Background: an optimization exercise with open tools, aiming at small area. Do not read the settings as production practice. Function was checked by simulation only, so behaviour that the tests miss may differ from the original. The clock port is modelled as an ideal driver, which makes a skipped or thinned clock tree look cheaper than it is; a real chip needs a root buffer or a tree. Power figures rest on the tool's default switching activity, not on a simulated workload.

## tripolar_pce
module tripolar_pce #(
    parameter FULL_SCALE      = 1000,
    parameter CYCLE_LENGTH    = 8000,
    parameter DEAD_TIME       = 32,
    parameter MIN_TIMER_DELTA = 64,
    parameter INIT_DELAY      = 8000
) (
    input  wire        clk,
    input  wire        rst,         
    input  wire        op_valid,
    input  wire [2:0]  op_code,
    input  wire [1:0]  op_ch,
    input  wire [15:0] op_val,
    output wire        op_ready,
    output wire [5:0]  fet,         
    output wire        busy
);
==> flow/config.mk <==
export PLATFORM = sky130hd
export DESIGN_NAME = tripolar_pce
export DESIGN_NICKNAME = tripolar_pce
export VERILOG_FILES = /design/flow/design.v
export SDC_FILE = /design/flow/constraint.sdc
export NUM_CORES = 4
export LEC_CHECK = 0
export CAP_MARGIN = 20
export CORE_MARGIN = 2
export CORE_UTILIZATION = 40
export CTS_BUF_LIST = sky130_fd_sc_hd__clkbuf_8
export CTS_CLUSTER_DIAMETER = 500
export CTS_CLUSTER_SIZE = 100
export PLACE_DENSITY = 0.6
export SLEW_MARGIN = 20
==> flow/constraint.sdc <==
create_clock -name core_clock -period 18.0 [get_ports {clk}]
set_input_delay 3.6000 -clock core_clock [delete_from_list [all_inputs] [get_ports {clk}]]
set_output_delay 3.6000 -clock core_clock [all_outputs]
set_load 0.01 [all_outputs]
run.sh (not shown) runs the stock make flow with config.mk's settings and CLKGATE_MAP_FILE= SYNTH_SCRIPT=/design/flow/synth_recipe.tcl, a recipe that flattens the netlist after the stock synthesis.
The first run produced a clean layout.
Edit:
- CTS_BUF_LIST: sky130_fd_sc_hd__clkbuf_8 -> unset
- CTS_CLUSTER_DIAMETER: 500 -> unset
- CTS_CLUSTER_SIZE: 100 -> unset
Effect:
- The new run finished clean
- via count stays flat
- clock power rises by 32%
- worst setup slack gets better by 0.026 ns
- area after synthesis is unchanged
- die area does not change
- synthesized cell count stays the same
- count of clock-buffer cells in the layout does not change
- power climbs by 15%
- design area went up by 2.8%
- global-route usage went up by 0.30 points


tripolar_pce, a different RTL version from the one above (not shown whole).
Size in the first run: ~390 cells after synthesis, ~110 flip-flops, ~32 I/O pins.
clock: 18.0 ns
lec_check: 0
cap_margin: 0
core_margin: 2
core_utilization: 40
gpl_timing_driven: 0
place_density: 0.5
slew_margin: 0
standard.sh (not shown) runs the stock make flow with config.mk's settings and CLKGATE_MAP_FILE= SYNTH_SCRIPT=/design/flow/synth_recipe.tcl, a recipe that flattens the netlist after the stock synthesis.
==> flow/flow/run.sh <==
#!/bin/bash
# Layout flow: the standard ORFS flow (standard.sh), with these changes in
# how the layout is made:
#  * Yosys's ABC step maps the logic with an area-oriented script
#    (flow/abc_area.script) instead of the delay-oriented one; the registers
#    are mapped before ABC runs, so they are the standard synthesis's;
#  * CTS takes the arguments in flow/cts_args (no dummy loads, small buffers);
#  * the port buffers are the cell named in flow/port_buffer.
# make's full output goes to flow_make.log here; each ORFS step also keeps its
# own log under orfs/logs.
set -euo pipefail
W=$(pwd)
mkdir -p "$W/scripts_local"
cp -r "$FLOW_HOME/scripts/." "$W/scripts_local/"
cp "$W/flow/abc_area.script" "$W/scripts_local/abc_speed.script"
export SCRIPTS_DIR="$W/scripts_local"
if [[ -f "$W/flow/cts_args" ]]; then
  CTS_ARGS=$(cat "$W/flow/cts_args")
  export CTS_ARGS
fi
if [[ -f "$W/flow/port_buffer" ]]; then
  BUFFER_PORTS_ARGS="-buffer_cell $(cat "$W/flow/port_buffer")"
  export BUFFER_PORTS_ARGS
fi
bash "$W/standard.sh" > "$W/flow_make.log" 2>&1
==> flow/flow/abc_area.script <==
&get -n
&st
&syn2
&dch -f
&nf -a -R 1000
&put
topo
dnsize
==> flow/flow/cts_args <==
-sink_clustering_enable -repair_clock_nets -dont_use_dummy_load -buf_list sky130_fd_sc_hd__clkbuf_4
==> flow/flow/port_buffer <==
sky130_fd_sc_hd__buf_1
Change:
- CAP_MARGIN: 0 -> 20
- GPL_TIMING_DRIVEN: 0 -> default
- SLEW_MARGIN: 0 -> 20
Effect: Count of clock-buffer cells in the layout stays the same. Design area hardly moves. Worst setup slack is better by 500 ps. Hold slack improved by 9.5 ps. Wire length went up by 3.1%. First-iteration DRC count goes up by 2.0%. Sequential share of layout area rises by 0.16 points. Total power stays flat.
Change:
- CAP_MARGIN: 20 -> 0
- CORE_UTILIZATION: 40 -> 35
- PLACE_DENSITY: 0.5 -> 0.6
- SLEW_MARGIN: 20 -> 0
Effect: The changed run completed with no timing, DRC or antenna violations. Routed wire length went up by 2.0%. Utilization went down by 5.9 points. Cell count went up by 1.8%.


the previous run:
The RTL this note starts from:
==> flow/design.v <==
module tripolar_pce #(
    parameter FULL_SCALE      = 1000,
    parameter CYCLE_LENGTH    = 8000,
    parameter DEAD_TIME       = 32,
    parameter MIN_TIMER_DELTA = 64,
    parameter INIT_DELAY      = 8000
) (
    input  wire        clk,
    input  wire        rst,         
    input  wire        op_valid,
    input  wire [2:0]  op_code,
    input  wire [1:0]  op_ch,
    input  wire [15:0] op_val,
    output wire        op_ready,
    output wire [5:0]  fet,         
    output wire        busy
);
    reg [9:0]  da, db, dc;       
    reg [9:0]  pa, pb, pc;       
    reg [9:0]  aa, ab, ac;       
    reg        idle;             
    reg        pend;
    reg        upd;
    reg        enabled;
    reg        wt;               
    reg [2:0]  cur;              
    reg [15:0] p;                
    assign busy = pend;
    function automatic lt10(input [9:0] x, input [9:0] y);
        integer i;
        begin
            lt10 = 1'b0;
            for (i = 0; i < 10; i = i + 1)
                lt10 = (~x[i] & y[i]) | ((~x[i] | y[i]) & lt10);
        end
    endfunction
    wire c_ab = lt10(ab, aa);    
    wire c_ac = lt10(ac, aa);
    wire c_bc = lt10(ac, ab);
    wire a1 = c_ab | c_ac,   a2 = c_ab & c_ac;
    wire b1 = ~c_ab | c_bc,  b2 = ~c_ab & c_bc;
    wire c1 = ~c_ac | ~c_bc, c2 = ~c_ac & ~c_bc;
    wire [1:0] r  = cur[2:1];
    wire cu1 = (cur == 3'd1);
    wire ge3 = (cur >= 3'd3), ge5 = (cur >= 3'd5), ge7 = (cur == 3'd7);
    wire r1  = (r == 2'd1), r2 = (r == 2'd2);
    assign fet[0] = cu1 | r1 & a1 | r2 & a2;
    assign fet[1] = ge7 | ge5 & ~a2 | ge3 & ~a1;
    assign fet[2] = cu1 | r1 & b1 | r2 & b2;
    assign fet[3] = ge7 | ge5 & ~b2 | ge3 & ~b1;
    assign fet[4] = cu1 | r1 & c1 | r2 & c2;
    assign fet[5] = ge7 | ge5 & ~c2 | ge3 & ~c1;
    wire        tall = idle | (r == 2'd3);       
    wire sa = ~tall & ((r == 2'd0) ? ~a1 : r1 ? a1 & ~a2 : a2);
    wire sb = ~tall & ((r == 2'd0) ? ~b1 : r1 ? b1 & ~b2 : b2);
    wire sc = ~tall & ((r == 2'd0) ? ~c1 : r1 ? c1 & ~c2 : c2);
    wire [9:0]  ks   = ({10{sa}} & aa) | ({10{sb}} & ab) | ({10{sc}} & ac);
    wire        ke   = &ks[9:5];                  
    wire [10:0] tc   = {ks[9:6], ks[5] & ~ke, ks[4:0] | {5{ke}}, ke} | ({11{tall}} & {10'd996, 1'b0});
    reg  [15:0] pcy;
    integer ci;
    always @* begin
        pcy[0] = 1'b1;
        for (ci = 1; ci < 16; ci = ci + 1) pcy[ci] = pcy[ci-1] & p[ci-1];
    end
    wire [15:0] pn  = p ^ pcy;
    wire [10:0] pcm = {pn[12:3], pn[0]};
    wire [10:0] ntc = ~tc;
    reg  [10:0] sm;
    reg  [11:0] scy;
    integer di;
    always @* begin
        scy[0] = 1'b0;
        for (di = 0; di < 11; di = di + 1) begin
            sm[di]    = ntc[di] ^ pcm[di] ^ scy[di];
            scy[di+1] = (ntc[di] & pcm[di]) | (ntc[di] & scy[di]) | (pcm[di] & scy[di]);
        end
    end
    wire        neg = scy[11];                   
    wire        dz  = ~neg & (&sm);              
    wire        eqt = dz & (pn[15:13] == 3'd0) & (pn[2] == pn[0]) & (pn[1] == pn[0]);
    wire        chn = neg | dz;                  
    wire        urg = neg | (&sm[10:4]);
    wire        eql = (p[4:0] == {p[15], p[14], 2'b11, p[13]});
    wire evw    = ~idle & ~cur[0];               
    wire fire_a = evw ? eql : (eqt & (wt | enabled));
    wire chain  = fire_a & evw & chn;            
    wire alloff = fire_a & (tall & ~evw | chain & (cur == 3'd6));
    wire swap   = alloff & pend;
    wire pend_b = pend & ~swap;
    wire lowin  = fire_a & ~alloff & (cur[0] | chain);    
    wire oddin  = fire_a & evw & ~chain;                  
    wire [2:0] cur_b  = ~fire_a ? cur :
                        alloff  ? 3'd0 :
                        cur + {chain, ~chain};
    wire       wait_b = ~fire_a ? wt :
                        alloff  ? (~idle | pend) :
                        oddin   ? urg : 1'b1;
    assign op_ready = ~wait_b;
    wire host   = op_valid & ~wait_b;
    wire op_set = host & (op_code == 3'd0);
    wire op_upd = host & (op_code == 3'd1);
    wire op_tck = host & (op_code == 3'd2);
    wire op_ena = host & (op_code == 3'd3);
    wire op_ini = host & (op_code == 3'd4);
    wire build  = (op_upd | op_tck & upd) & ~pend_b;
    wire       vsat = (|op_val[15:10]) | (&op_val[9:5]);
    wire [9:0] sval = {op_val[9:5] | {5{vsat}}, op_val[4:0] & {5{~vsat}}};
    wire       clr  = rst | op_ini;
    wire [9:0] dval = sval & {10{~clr}};
    wire       we_a = clr | op_set & (op_ch == 2'd0);
    wire       we_b = clr | op_set & (op_ch == 2'd1);
    wire       we_c = clr | op_set & (op_ch == 2'd2);
    always @(posedge clk) begin
        if (clr) begin
            upd     <= 1'b0;
            idle    <= 1'b1;
            pend    <= 1'b0;
            enabled <= 1'b0;
            wt      <= 1'b0;
            cur     <= 3'd0;
            p       <= 16'hffe0;
        end else begin
            if (alloff)     p <= 16'hffe0;
            else if (lowin) p <= {p[4], p[3], p[0], pn[12:0]};
            else if (oddin) p <= {3'b000, pn[12:0]};
            else            p <= pn;
            cur  <= cur_b;
            wt   <= wait_b;
            idle <= idle & ~swap;
            pend <= pend_b | build;
            upd  <= ~build & (upd | op_upd);
            if (op_ena) enabled <= op_val[0];
        end
        if (we_a) da <= dval;
        if (we_b) db <= dval;
        if (we_c) dc <= dval;
        if (swap) begin
            aa <= pa;
            ab <= pb;
            ac <= pc;
        end
        if (build) begin
            pa <= da;
            pb <= db;
            pc <= dc;
        end
    end
endmodule
clock: 18.0 ns
lec_check: 0
cap_margin: 0
core_margin: 2
core_utilization: 35
place_density: 0.6
slew_margin: 0
==> flow/flow/run.sh <==
#!/bin/bash
# Layout flow: the standard ORFS flow (standard.sh), with these changes in
# how the layout is made:
#  * Yosys's ABC step maps the logic with an area-oriented script
#    (flow/abc_area.script: a 30-second &deepsyn search, then area mapping)
#    instead of the delay-oriented one; the registers
#    are mapped before ABC runs, so they are the standard synthesis's;
#  * the clock tree is built by flow/mcts.tcl in place of TritonCTS: the clock
#    port drives one root buffer, which drives one leaf buffer per balanced
#    group of registers (MCTS_LEVELS halvings of the register area);
#  * the port buffers are the cell named in flow/port_buffer.
# make's full output goes to flow_make.log here; each ORFS step also keeps its
# own log under orfs/logs.
set -euo pipefail
W=$(pwd)
mkdir -p "$W/scripts_local"
cp -r "$FLOW_HOME/scripts/." "$W/scripts_local/"
cp "$W/flow/abc_area.script" "$W/scripts_local/abc_speed.script"
sed -i 's|^log_cmd clock_tree_synthesis {\*}\$cts_args$|source $::env(MCTS_TCL)\nmanual_cts|' "$W/scripts_local/cts.tcl"
grep -q '^manual_cts$' "$W/scripts_local/cts.tcl"
export SCRIPTS_DIR="$W/scripts_local"
export MCTS_TCL="$W/flow/mcts.tcl"
export MCTS_ROOT=sky130_fd_sc_hd__clkbuf_4
export MCTS_LEAF=sky130_fd_sc_hd__clkbuf_16
export MCTS_LEVELS=2
if [[ -f "$W/flow/port_buffer" ]]; then
  BUFFER_PORTS_ARGS="-buffer_cell $(cat "$W/flow/port_buffer")"
  export BUFFER_PORTS_ARGS
fi
bash "$W/standard.sh" > "$W/flow_make.log" 2>&1
==> flow/flow/abc_area.script <==
&get -n
&st
&deepsyn -T 30
&dch -f
&nf -a -R 1000
&put
topo
dnsize
Scripts as last shown in full above: flow/flow/port_buffer
Other scripts of this flow, unchanged in this note and not shown: flow/flow/mcts.tcl
What the current run does differently from the previous run at the input level:
--- a/flow/flow/run.sh
+++ b/flow/flow/run.sh
@@ -5,2 +5 @@
-#    (flow/abc_area.script: a 30-second &deepsyn search, then area mapping)
-#    instead of the delay-oriented one; the registers
+#    (flow/abc_area.script) instead of the delay-oriented one; the registers
==> flow/flow/abc_area.script <==
&get -n
&st
&syn2
&dch -f
&nf -a -R 1000
&put
topo
dnsize
Results
- The current run | status: complete | timing, DRC, antenna: pass
- Looking at the reports, the previous run completed the entire flow and the layout it produced met the timing, DRC and antenna checks.
- Changes observed in the current run relative to the previous run: number of standard cells after synthesis went up by about 2%, net count after synthesis now larger.
- Diff the previous run -> the current run | fraction of met1 tracks used by global routing | increase of 1.3 points
- Complex-gate fraction of the synthesized area: the current run lower than the previous run
- Going from the previous run to the current run, the clock period minus worst slack was found to have gone up by 1.73 ns.
- [the current run] via count rose 70 relative to the previous run
- Taking the previous run as the reference point, the standard cell area after detailed placement of the current run rises by 69 um^2.
- The previous run → the current run: area growth from synthesis to layout was more or less identical; combinational cell fraction of total power comparable.
No run of this note takes its clock network from TritonCTS; it comes from the design's own scripts or RTL.

[what the ideal ports hide]
No port has a modelled driver above. Below, the same layouts with a new extraction and two added sets of constraints. Step 1 sets driving cells, clkbuf_16 on the clock port and buf_2 on the other inputs (assumed; they add their load-dependent delay and slew). Step 2 adds t to the input delays and takes it off the output delays; t is the mean of the earliest and latest rising clock arrival at the registers after step 1. Input paths then give back, and output paths get back, about the clock's delay inside the block. Three values: no drivers, after step 1, after step 2; two values: the first two.
run | shift t [ns] | setup slack, ns | worst register clock-pin slew, ns
the first run of note 1 | 0.471 | 7.160 / 7.124 / 7.595 | 0.08 / 0.08
the second run of note 1 | 0.453 | 7.186 / 7.145 / 7.598 | 0.06 / 0.06
the first run of note 2 | 0.528 | 1.591 / 1.558 / 2.086 | 0.11 / 0.11
the second run of note 2 | 0.522 | 2.087 / 2.052 / 2.573 | 0.11 / 0.11
the third run of note 2 | 0.529 | 2.022 / 1.992 / 2.521 | 0.10 / 0.10
the previous run | 0.452 | 3.794 / 3.769 / 4.221 | 0.11 / 0.11
the current run | 0.457 | 2.062 / 2.035 / 2.492 | 0.11 / 0.11
After both steps every run listed still meets setup and hold.
